This is an optimization exercise on Yosys and OpenROAD, whose aim is small area, a short achievable clock period and few clock cycles per item, not a production implementation. At most, simulation tests tie the RTL to the original design; equivalence was not proved. No activity file was given, so power comes from the tool's default toggle rates.

## spi_i2c_ctrl
module spi_i2c_ctrl #(
    parameter [23:0] CORE_CLOCK_HZ = 24'd16000000    
) (
    input             clk,
    input             rst,
    input             cmd_valid,
    input      [31:0] cmd,
    output            cmd_ready,
    output reg        rsp_valid,
    output      [7:0] result_code,
    output reg  [7:0] result_value,
    output reg [15:0] ci,
    output            faulted,
    output      [1:0] fault_cause,
    output     [31:0] fault_cmd,
    output            wait_spi,
    output            wait_twi,
    output            wait_settle,
    output reg        cs_drive,
    output reg        cs_level,
    output reg        evt_pindir,
    output reg  [7:0] spcr,
    output      [7:0] spsr,
    output reg  [7:0] spdr_tx,
    output reg  [7:0] spdr_rx,
    output      [7:0] twcr,
    output      [7:0] twsr,
    output reg  [7:0] twbr,
    output      [7:0] twar,
    output reg  [7:0] twdr,
    output reg        spi_pending,
    output reg  [1:0] twi_pending,
    input             spi_step,
    input       [7:0] spi_step_byte,
    input             twi_step,
    input       [4:0] twi_step_status,
    input       [7:0] twi_step_byte,
    input             twi_settle,
    input       [4:0] twi_settle_status
);
    localparam [7:0] OP_SPI_VALIDATE  = 8'h01;
    localparam [7:0] OP_SPI_LOOKUP    = 8'h02;
    localparam [7:0] OP_SPI_CONFIGURE = 8'h03;
  ...
clock: 8.0 ns
lec_check: 0
cap_margin: 20
core_margin: 2
core_utilization: 40
cts_buf_list: sky130_fd_sc_hd__clkbuf_4 sky130_fd_sc_hd__clkbuf_8
setup_slack_margin: 3.5
slew_margin: 20
standard.sh (not shown) runs the stock make flow with config.mk's settings and CLKGATE_MAP_FILE= SYNTH_SCRIPT=/design/flow/synth_recipe.tcl, a recipe that flattens the netlist after the stock synthesis.
==> flow/flow/run.sh <==
#!/bin/bash
set -euo pipefail
export BUFFER_PORTS_ARGS="-buffer_cell sky130_fd_sc_hd__buf_1"
bash standard.sh > standard.log 2>&1
Testbench counts at the start, summed over its fixed seeds: cycles 8,192, commands 3,200.
Then changed:
--- a/flow/config.mk
+++ b/flow/config.mk
@@ -9,5 +9,5 @@
 export CORE_MARGIN = 2
 export CORE_UTILIZATION = 40
-export CTS_BUF_LIST = sky130_fd_sc_hd__clkbuf_4 sky130_fd_sc_hd__clkbuf_8
-export SETUP_SLACK_MARGIN = 3.5
+export CTS_BUF_LIST = sky130_fd_sc_hd__clkbuf_8
+export SETUP_SLACK_MARGIN = 3.8
 export SLEW_MARGIN = 20
Outcome:
- final area rose by 0.82%
- via count grows by 1.1%
- cell count rises by 0.47%
- wire length goes up by 3.0%
- non-clock buffer count climbs by 5
- count of clock-buffer cells in the layout falls by 1
- power drops by 0.38%
- synthesized cell count does not change
- first-iteration DRC count drops by 14%
Then changed:
--- a/flow/config.mk
+++ b/flow/config.mk
@@ -10,4 +10,3 @@
 export CORE_UTILIZATION = 40
 export CTS_BUF_LIST = sky130_fd_sc_hd__clkbuf_8
-export SETUP_SLACK_MARGIN = 3.8
 export SLEW_MARGIN = 20
Total power stays flat.
Utilization falls by 0.56 points.
Worst setup slack is worse by 1.2 ns.
Final area shrinks by 1.2%.
Non-clock buffer count goes down by 6.
Combinational power barely changes.
Die area does not change.
Then changed:
--- a/flow/config.mk
+++ b/flow/config.mk
@@ -10,3 +10,4 @@
 export CORE_UTILIZATION = 40
 export CTS_BUF_LIST = sky130_fd_sc_hd__clkbuf_8
+export SETUP_SLACK_MARGIN = 3.5
 export SLEW_MARGIN = 20
After rerunning: Setup slack improves by 1.0 ns. Clock skew stays flat. Non-clock buffer count increases by 1.

== red ==
spi_i2c_ctrl, a different RTL version from the one above (not shown whole).
For scale: roughly 1000 cells after synthesis, roughly 210 I/O pins.
==> flow/design.v (excerpt) <==
module spi_i2c_ctrl #(
    parameter [23:0] CORE_CLOCK_HZ = 24'd16000000    
) (
    input             clk,
    input             rst,
    input             cmd_valid,
    input      [31:0] cmd,
    output            cmd_ready,
    output reg        rsp_valid,
    output      [7:0] result_code,
    output reg  [7:0] result_value,
    output     [15:0] ci,
    output            faulted,
    output      [1:0] fault_cause,
    output     [31:0] fault_cmd,
    output            wait_spi,
    output            wait_twi,
    output            wait_settle,
    output reg        cs_drive,
    output reg        cs_level,
    output reg        evt_pindir,
    output reg  [7:0] spcr,
    output      [7:0] spsr,
    output reg  [7:0] spdr_tx,
    output reg  [7:0] spdr_rx,
    output      [7:0] twcr,
    output      [7:0] twsr,
    output reg  [7:0] twbr,
    output      [7:0] twar,
    output reg  [7:0] twdr,
    output reg        spi_pending,
    output      [1:0] twi_pending,
    input             spi_step,
    input       [7:0] spi_step_byte,
    input             twi_step,
    input       [4:0] twi_step_status,
    input       [7:0] twi_step_byte,
    input             twi_settle,
    input       [4:0] twi_settle_status
);
clock: 8.0 ns
lec_check: 0
cap_margin: 20
core_margin: 2
core_utilization: 40
cts_buf_list: sky130_fd_sc_hd__clkbuf_8
setup_slack_margin: 4.25
slew_margin: 20
Scripts as last shown in full above: flow/flow/run.sh
Edits applied to the flow inputs when going from red to blue:
- changing SETUP_SLACK_MARGIN from 4.25 to 4.35
[summary]
Compared with red, in blue clock power rose by about 17%, power consumption grew by about 6%, transition time of the tightest slew-check pin level, worst setup margin moved up, total instance count after detailed placement shows no meaningful change.
Between red and blue, final period demand of the worst path is lower for blue, red comes in above that.
When blue is set beside red, its count of vias placed by the detailed router turns out to be about 1% larger.
blue ends up with higher detail-routed net length per standard cell than red does.
blue falls short of red in routed wire length.
Every run in the comparison, red and blue, completed the flow with a clean layout.
Compared with red, blue shows a higher final area.
Area fraction in and, or, nand and nor cells after synthesis: blue vs red identical
Modified inputs, green compared to blue
- a change of SETUP_SLACK_MARGIN from 4.35 to 4.2
==> comparison <==
Status | green and blue | clean. green vs. blue: wire length of the first global-routing pass dropped 310 um; final critical-path setup slack down 0.036 ns. The run showing the greater final net count is blue. [compare] base=blue new=green: non-clock buffer count in the final layout lost 17, design area lost 400 um^2. Compared with blue, green shows routed wire length that has gone down by a few percent. For green, the origin of the worst setup path was cmd[21], unlike blue, where it was cmd[5].
[inputs] orange vs green
- SETUP_SLACK_MARGIN: 4.2 -> 4.3
Findings:
- Final routed wire length divided by cell count for orange is higher than for green.
- Taking green as the reference, in orange synthesized cell count flat, worst relative slew slack up 3.4 points.
- The post-CTS setup buffer count in orange was higher than what green gave.
- Worst-case setup slack after placement | orange below green
- Taking green as the reference point, the smallest setup slack after layout of orange rises by 0.052 ns.
- Wire length of orange exceeds that of green by a few percent.
- Maximum frequency: green and orange compared, higher one is orange
- orange against green: register area essentially unchanged; wire length of the first global-routing pass increased 1.5%; combinational group share of total power decreased 0.6 points.
No functional check of the RTL was part of any run of this note.

Another version of the RTL of spi_i2c_ctrl (not shown whole).
Size in the first run: about 1300 cells after synthesis, about 170 flip-flops, about 210 I/O pins, roughly 9300 um^2 of cells after synthesis.
## spi_i2c_ctrl
module spi_i2c_ctrl #(
    parameter [23:0] CORE_CLOCK_HZ = 24'd16000000    
) (
    input             clk,
    input             rst,
    input             cmd_valid,
    input      [31:0] cmd,
    output            cmd_ready,
    output reg        rsp_valid,
    output      [7:0] result_code,
    output reg  [7:0] result_value,
    output     [15:0] ci,
    output            faulted,
    output      [1:0] fault_cause,
    output     [31:0] fault_cmd,
    output            wait_spi,
    output            wait_twi,
    output            wait_settle,
    output reg        cs_drive,
    output reg        cs_level,
    output reg        evt_pindir,
    output reg  [7:0] spcr,
    output      [7:0] spsr,
    output reg  [7:0] spdr_tx,
    output reg  [7:0] spdr_rx,
    output      [7:0] twcr,
    output      [7:0] twsr,
    output reg  [7:0] twbr,
    output      [7:0] twar,
    output reg  [7:0] twdr,
    output reg        spi_pending,
    output reg  [1:0] twi_pending,
    input             spi_step,
    input       [7:0] spi_step_byte,
    input             twi_step,
    input       [4:0] twi_step_status,
    input       [7:0] twi_step_byte,
    input             twi_settle,
    input       [4:0] twi_settle_status
);
export LEC_CHECK = 0
export ABC_AREA = 1
export CAP_MARGIN = 20
export CORE_MARGIN = 2
export CORE_UTILIZATION = 40
export CTS_BUF_LIST = sky130_fd_sc_hd__clkbuf_8
export SETUP_SLACK_MARGIN = 4.2
export SLEW_MARGIN = 20
create_clock -name core_clock -period 8.0 [get_ports {clk}]
Scripts as last shown in full above: flow/flow/run.sh
Testbench counts at the start, summed over its fixed seeds: cycles 8,192, commands 3,200.
Then changed:
- ABC_AREA: 1 -> unset
- SETUP_SLACK_MARGIN: 4.2 -> 4.4
Effect: The new run completed with no timing, DRC or antenna violations; area after synthesis shrinks by 4.8%; design area shrinks by 0.39%; routed wire length shrinks by 4.5%; first-iteration DRC count shrinks by 19%; count of clock-buffer cells in the layout does not change; combinational power shrinks by 59%; utilization grows by 1.9 points.
Then changed:
- SETUP_SLACK_MARGIN: 4.4 -> 4.0
Non-clock buffer count shrinks by 32; total power shrinks by a few percent; wire length shrinks by a few percent; synthesized area does not change; cell count shrinks slightly; worst setup slack is worse by 0.16 ns; hold slack hardly moves.
Then changed:
--- a/flow/flow/run.sh
+++ b/flow/flow/run.sh
@@ -3,0 +4 @@
+export ADDER_MAP_FILE=
- SETUP_SLACK_MARGIN: 4.0 -> 4.2
Clock power rises by 4.5%.
Cell area rises by 8.2%.
Total power stays flat.
Utilization rises by 3.7 points.
Setup slack got worse by 0.058 ns.
Then changed:
--- a/flow/flow/run.sh
+++ b/flow/flow/run.sh
@@ -4 +3,0 @@
-export ADDER_MAP_FILE=
Result: The new run completed with no timing, DRC or antenna violations. First-iteration DRC count went up by 13%. Power is higher by about 3%. Hold slack is better by 0.0042 ns. Area after synthesis falls by about 0.5%. Global-route usage grows by 0.83 points. Setup slack gains 0.16 ns. Cell area is lower by 6.2%. Via count shrinks by about 1.3%. Cell count falls by 2.4%.

## build 66
spi_i2c_ctrl, a different RTL version from the one above (not shown whole).
Size: about 1100 cells after synthesis, ~170 flip-flops, about 210 I/O pins.
export LEC_CHECK = 0
export CAP_MARGIN = 20
export CORE_MARGIN = 2
export CORE_UTILIZATION = 40
export CTS_BUF_LIST = sky130_fd_sc_hd__clkbuf_8
export SETUP_SLACK_MARGIN = 5
export SLEW_MARGIN = 20
create_clock -name core_clock -period 8.0 [get_ports {clk}]
==> flow/flow/run.sh <==
#!/bin/bash
set -euo pipefail
export BUFFER_PORTS_ARGS="-buffer_cell sky130_fd_sc_hd__buf_1"
bash standard.sh > standard.log 2>&1
Build 66 reached the end of the flow, and the finished layout is clean on the timing, DRC and antenna checks.
Changes in trial 89 relative to build 66:
- swapping 5 for 4.5 in SETUP_SLACK_MARGIN
==> results.txt <==
Side by side, least setup slack across all paths after layout turned out higher in trial 89 than in build 66.
Slowest cell on the critical path: sky130_fd_sc_hd__or4b_4 -> build 66, sky130_fd_sc_hd__or4_4 -> trial 89
Changes observed in trial 89 relative to build 66: met2 global-route usage lower; final period utilization lower; clock period minus final worst setup slack lower; number of gates given a new drive strength after cts lower; final area lower.
No run of this note included a check of the RTL's function; only the layout flow was run.

spi_i2c_ctrl, a different RTL version from the one above (not shown whole).
Size: roughly 160 flip-flops, about 210 I/O pins.
Design spi_i2c_ctrl, start of the top module:
module spi_i2c_ctrl #(
    parameter [23:0] CORE_CLOCK_HZ = 24'd16000000    
) (
    input             clk,
    input             rst,
    input             cmd_valid,
    input      [31:0] cmd,
    output            cmd_ready,
    output reg        rsp_valid,
    output      [7:0] result_code,
    output reg  [7:0] result_value,
    output     [15:0] ci,
    output            faulted,
    output      [1:0] fault_cause,
    output     [31:0] fault_cmd,
    output            wait_spi,
    output            wait_twi,
    output            wait_settle,
    output reg        cs_drive,
    output reg        cs_level,
    output reg        evt_pindir,
    output reg  [7:0] spcr,
    output      [7:0] spsr,
    output reg  [7:0] spdr_tx,
    output reg  [7:0] spdr_rx,
    output      [7:0] twcr,
    output      [7:0] twsr,
    output reg  [7:0] twbr,
    output      [7:0] twar,
    output reg  [7:0] twdr,
    output reg        spi_pending,
    output      [1:0] twi_pending,
    input             spi_step,
    input       [7:0] spi_step_byte,
    input             twi_step,
    input       [4:0] twi_step_status,
    input       [7:0] twi_step_byte,
    input             twi_settle,
    input       [4:0] twi_settle_status
);
    localparam [7:0] OP_SPI_VALIDATE  = 8'h01;
    localparam [7:0] OP_SPI_LOOKUP    = 8'h02;
    localparam [7:0] OP_SPI_CONFIGURE = 8'h03;
    localparam [7:0] OP_SPI_SELECT    = 8'h04;
    localparam [7:0] OP_SPI_DESELECT  = 8'h05;
    localparam [7:0] OP_SPI_TRANSFER  = 8'h06;
    localparam [7:0] OP_SPI_SEND      = 8'h07;
    localparam [7:0] OP_I2C_INIT      = 8'h10;
    localparam [7:0] OP_I2C_OWNADDR   = 8'h11;
    localparam [7:0] OP_I2C_START     = 8'h12;
    localparam [7:0] OP_I2C_ADDRESS   = 8'h13;
    localparam [7:0] OP_I2C_SEND      = 8'h14;
    localparam [7:0] OP_I2C_READACK   = 8'h15;
  ...
export LEC_CHECK = 0
export CAP_MARGIN = 20
export CORE_MARGIN = 2
export CORE_UTILIZATION = 55
export CTS_BUF_LIST = sky130_fd_sc_hd__clkbuf_8
export PLACE_DENSITY = 0.7
export SETUP_SLACK_MARGIN = 4.3
export SLEW_MARGIN = 20
create_clock -name core_clock -period 8.0 [get_ports {clk}]
Scripts as last shown in full above: flow/flow/run.sh
Testbench counts at the start, summed over its fixed seeds: cycles 8,192, commands 3,200.
Next try:
- CORE_UTILIZATION: 55 -> 40
- PLACE_DENSITY: 0.7 -> not set
Result: Worst hold slack improves by 0.0033 ns. Setup slack improves by 0.061 ns. Routed wire length climbs by a little under a tenth.
Next try:
- SETUP_SLACK_MARGIN: 4.3 -> 4.4
Outcome: Worst hold slack barely changes; register-to-register slack gains 0.04 ns; global-route usage is about the same; final area grows by about 3.3%; clock-buffer cell count shrinks by 1; routed wire length grows by 0.85%; final cell count grows by 1.1%.

Another version of the RTL of spi_i2c_ctrl (not shown whole).
For scale: about 1000 cells after synthesis, roughly 170 flip-flops, roughly 210 I/O pins.
export LEC_CHECK = 0
export CAP_MARGIN = 20
export CORE_MARGIN = 2
export CORE_UTILIZATION = 40
export CTS_BUF_LIST = sky130_fd_sc_hd__clkbuf_8
export SETUP_SLACK_MARGIN = 4.4
export SLEW_MARGIN = 20
create_clock -name core_clock -period 8.0 [get_ports {clk}]
Scripts as last shown in full above: flow/flow/run.sh
Rerun with:
Settings changed: SETUP_SLACK_MARGIN 4.4 to 4.0.
=> The new run ran to the end with no violations. Total power goes up by 1.3%. Die area is unchanged. Sequential share of layout area rose by 1.4 points. Clock skew barely changes.
No run of this note included a check of the RTL's function; only the layout flow was run.

== the baseline ==
spi_i2c_ctrl, a different RTL version from the one above (not shown whole).
Size in the first run: ~1000 cells after synthesis, ~160 flip-flops, ~210 I/O pins.
clock: 8.0 ns
lec_check: 0
cap_margin: 20
core_margin: 2
core_utilization: 40
cts_buf_list: sky130_fd_sc_hd__clkbuf_8
setup_slack_margin: 4.3
slew_margin: 20
Scripts as last shown in full above: flow/flow/run.sh
The flow did not stop early for the baseline: all stages ran, and the layout cleared the timing, DRC and antenna checks.
Setup changes, the baseline to the candidate
- SETUP_SLACK_MARGIN: 4.3 -> 4.2
--- outcome ---
Going from the baseline to the candidate, the internal cell power was found to have gone down by 5.7%.
The setup slack of the candidate is smaller than that of the baseline.
Diff the baseline..the candidate | post-synthesis average cell area | unchanged
The candidate gives more via count of the first global-routing pass than the baseline did.
Taking the baseline as the reference, in the candidate total via count after detailed routing has remained practically unchanged, via density per instance has increased, share of the final layout cell area in multi-input gates has increased.
Final design utilization for the candidate: 2.2 points down relative to the baseline
Summary of the comparison: slew of the pin with the lowest slew margin is lower in the candidate, relative to the baseline.
No functional check of the RTL was part of any run of this note.

## oak
RTL: one of the versions met above, not the one the previous note started from.
Size: ~170 flip-flops, about 210 I/O pins, about 0.0089 mm2 of cells after synthesis.
export LEC_CHECK = 0
export CAP_MARGIN = 20
export CORE_MARGIN = 2
export CORE_UTILIZATION = 40
export CTS_BUF_LIST = sky130_fd_sc_hd__clkbuf_16
export CTS_CLUSTER_DIAMETER = 150
export CTS_CLUSTER_SIZE = 40
export SETUP_SLACK_MARGIN = 4.2
export SLEW_MARGIN = 20
create_clock -name core_clock -period 8.0 [get_ports {clk}]
Scripts as last shown in full above: flow/flow/run.sh
oak went all the way through the flow, and no timing, DRC or antenna check failed.
Testbench counts of oak, summed over its fixed seeds: cycles 8,192, commands 3,200.
Modified inputs, pine compared to oak
-- flow/config.mk --
<<< oak, line 11
export CTS_BUF_LIST = sky130_fd_sc_hd__clkbuf_16
export CTS_CLUSTER_DIAMETER = 150
export CTS_CLUSTER_SIZE = 40
export SETUP_SLACK_MARGIN = 4.2
>>> pine, line 11
export CTS_BUF_LIST = sky130_fd_sc_hd__clkbuf_8
export SETUP_SLACK_MARGIN = 3.8
==> comparison <==
pine: all stages complete, timing, DRC and antenna checks passed
oak → pine: total I/O pin count has remained practically unchanged, internal power decreased by about 8% relative to the old numbers, actual transition at the worst max-transition pin increased by 84 ps relative to the old numbers, post-CTS setup-driven buffer insertion count shows a reduction of 4, share of power burned in the clock network lost 4.1 points.
Between oak and pine, minimum clock period after layout is lower for oak, pine comes in above that.
Overall track demand over capacity in global routing for pine: 0.28 points down relative to oak
Compared oak against pine; worst hold margin within noise.
[compare] base=oak new=pine: global routing usage on met2 rose 0.34 points; combined area of the multi-input logic cells down 120 um2.
What birch does differently from pine at the input level:
-- flow/config.mk --
<<< pine, line 12
export SETUP_SLACK_MARGIN = 3.8
>>> birch, line 12
export CTS_CLUSTER_DIAMETER = 80
export CTS_CLUSTER_SIZE = 25
export SETUP_SLACK_MARGIN = 4.2
==> results.txt <==
- The flow did not stop early for birch: all stages ran, and the layout cleared the timing, DRC and antenna checks.
- Having completed the whole flow, pine delivered a layout that passed the timing, DRC and antenna checks.
- Sequential share of layout area for birch is lower than for pine.
- When birch is set beside pine, its utilization turns out to be 1.0 points larger.
- Per the comparison of birch with pine, total length of routed met2 wires now sits lower, layout cell share with drive strength beyond 1 now sits higher.
- Total design power on birch is ahead of pine.
- pine → birch: via count went down; combinational power went up.
- pine -> birch: synthesized instance count delta 0, exact match

-- static timing again, ports no longer ideal --
In the flow no input, the clock included, has a driving cell. The finished layouts below were timed again as built, in two steps.
Step 1, drivers: a clkbuf_16 drives clk and a buf_2 each remaining input, both assumed.
Step 2, shift: input delay + t, output delay - t, t = (earliest + latest rising clock arrival at the registers) / 2. This alone moves slack from input paths to output paths.
a / b / c = ideal / step 1 / step 2; a / b = the first two.
run | t, ns | setup slack, ns | worst setup path after step 2
the first run of note 1 | 0.502 | 3.776 / 3.797 / 3.296 | input to register
the second run of note 1 | 0.504 | 3.977 / 3.997 / 3.493 | input to register
the third run of note 1 | 0.499 | 2.765 / 2.783 / 2.284 | input to register
the fourth run of note 1 | 0.502 | 3.778 / 3.799 / 3.297 | input to register
red | 0.504 | 4.266 / 4.287 / 3.782 | input to register
blue | 0.499 | 4.323 / 4.323 / 3.846 | input to register
green | 0.508 | 4.287 / 4.251 / 3.801 | input to register
orange | 0.501 | 4.339 / 4.317 / 3.855 | input to register
the first run of note 3 | 0.520 | 4.042 / 3.996 / 3.921 | input to register
the second run of note 3 | 0.496 | 4.289 / 4.281 / 3.785 | input to register
the third run of note 3 | 0.504 | 4.127 / 4.130 / 3.627 | input to register
the fourth run of note 3 | 0.520 | 4.069 / 4.050 / 3.562 | input to register
the fifth run of note 3 | 0.498 | 4.231 / 4.248 / 3.750 | input to register
build 66 | 0.518 | 3.959 / 3.958 / 3.441 | input to register
trial 89 | 0.512 | 4.026 / 4.035 / 3.524 | input to register
the first run of note 5 | 0.495 | 4.301 / 4.323 / 3.828 | input to register
the second run of note 5 | 0.502 | 4.362 / 4.359 / 3.882 | input to register
the third run of note 5 | 0.506 | 4.322 / 4.274 / 3.767 | input to register
the first run of note 6 | 0.520 | 4.252 / 4.240 / 3.720 | input to register
the second run of note 6 | 0.517 | 3.944 / 3.962 / 3.445 | input to register
the baseline | 0.508 | 4.204 / 4.205 / 3.697 | input to register
the candidate | 0.497 | 4.061 / 4.063 / 3.566 | input to register
oak | 0.473 | 4.223 / 4.236 / 3.764 | input to register
pine | 0.507 | 3.943 / 3.952 / 3.445 | input to register
birch | 0.498 | 4.231 / 4.248 / 3.750 | input to register
After both steps every run listed still meets setup and hold. For the third run of note 5, which loses most, drivers alone change the setup slack by -0.048 ns; drivers and shift together by -0.555 ns.
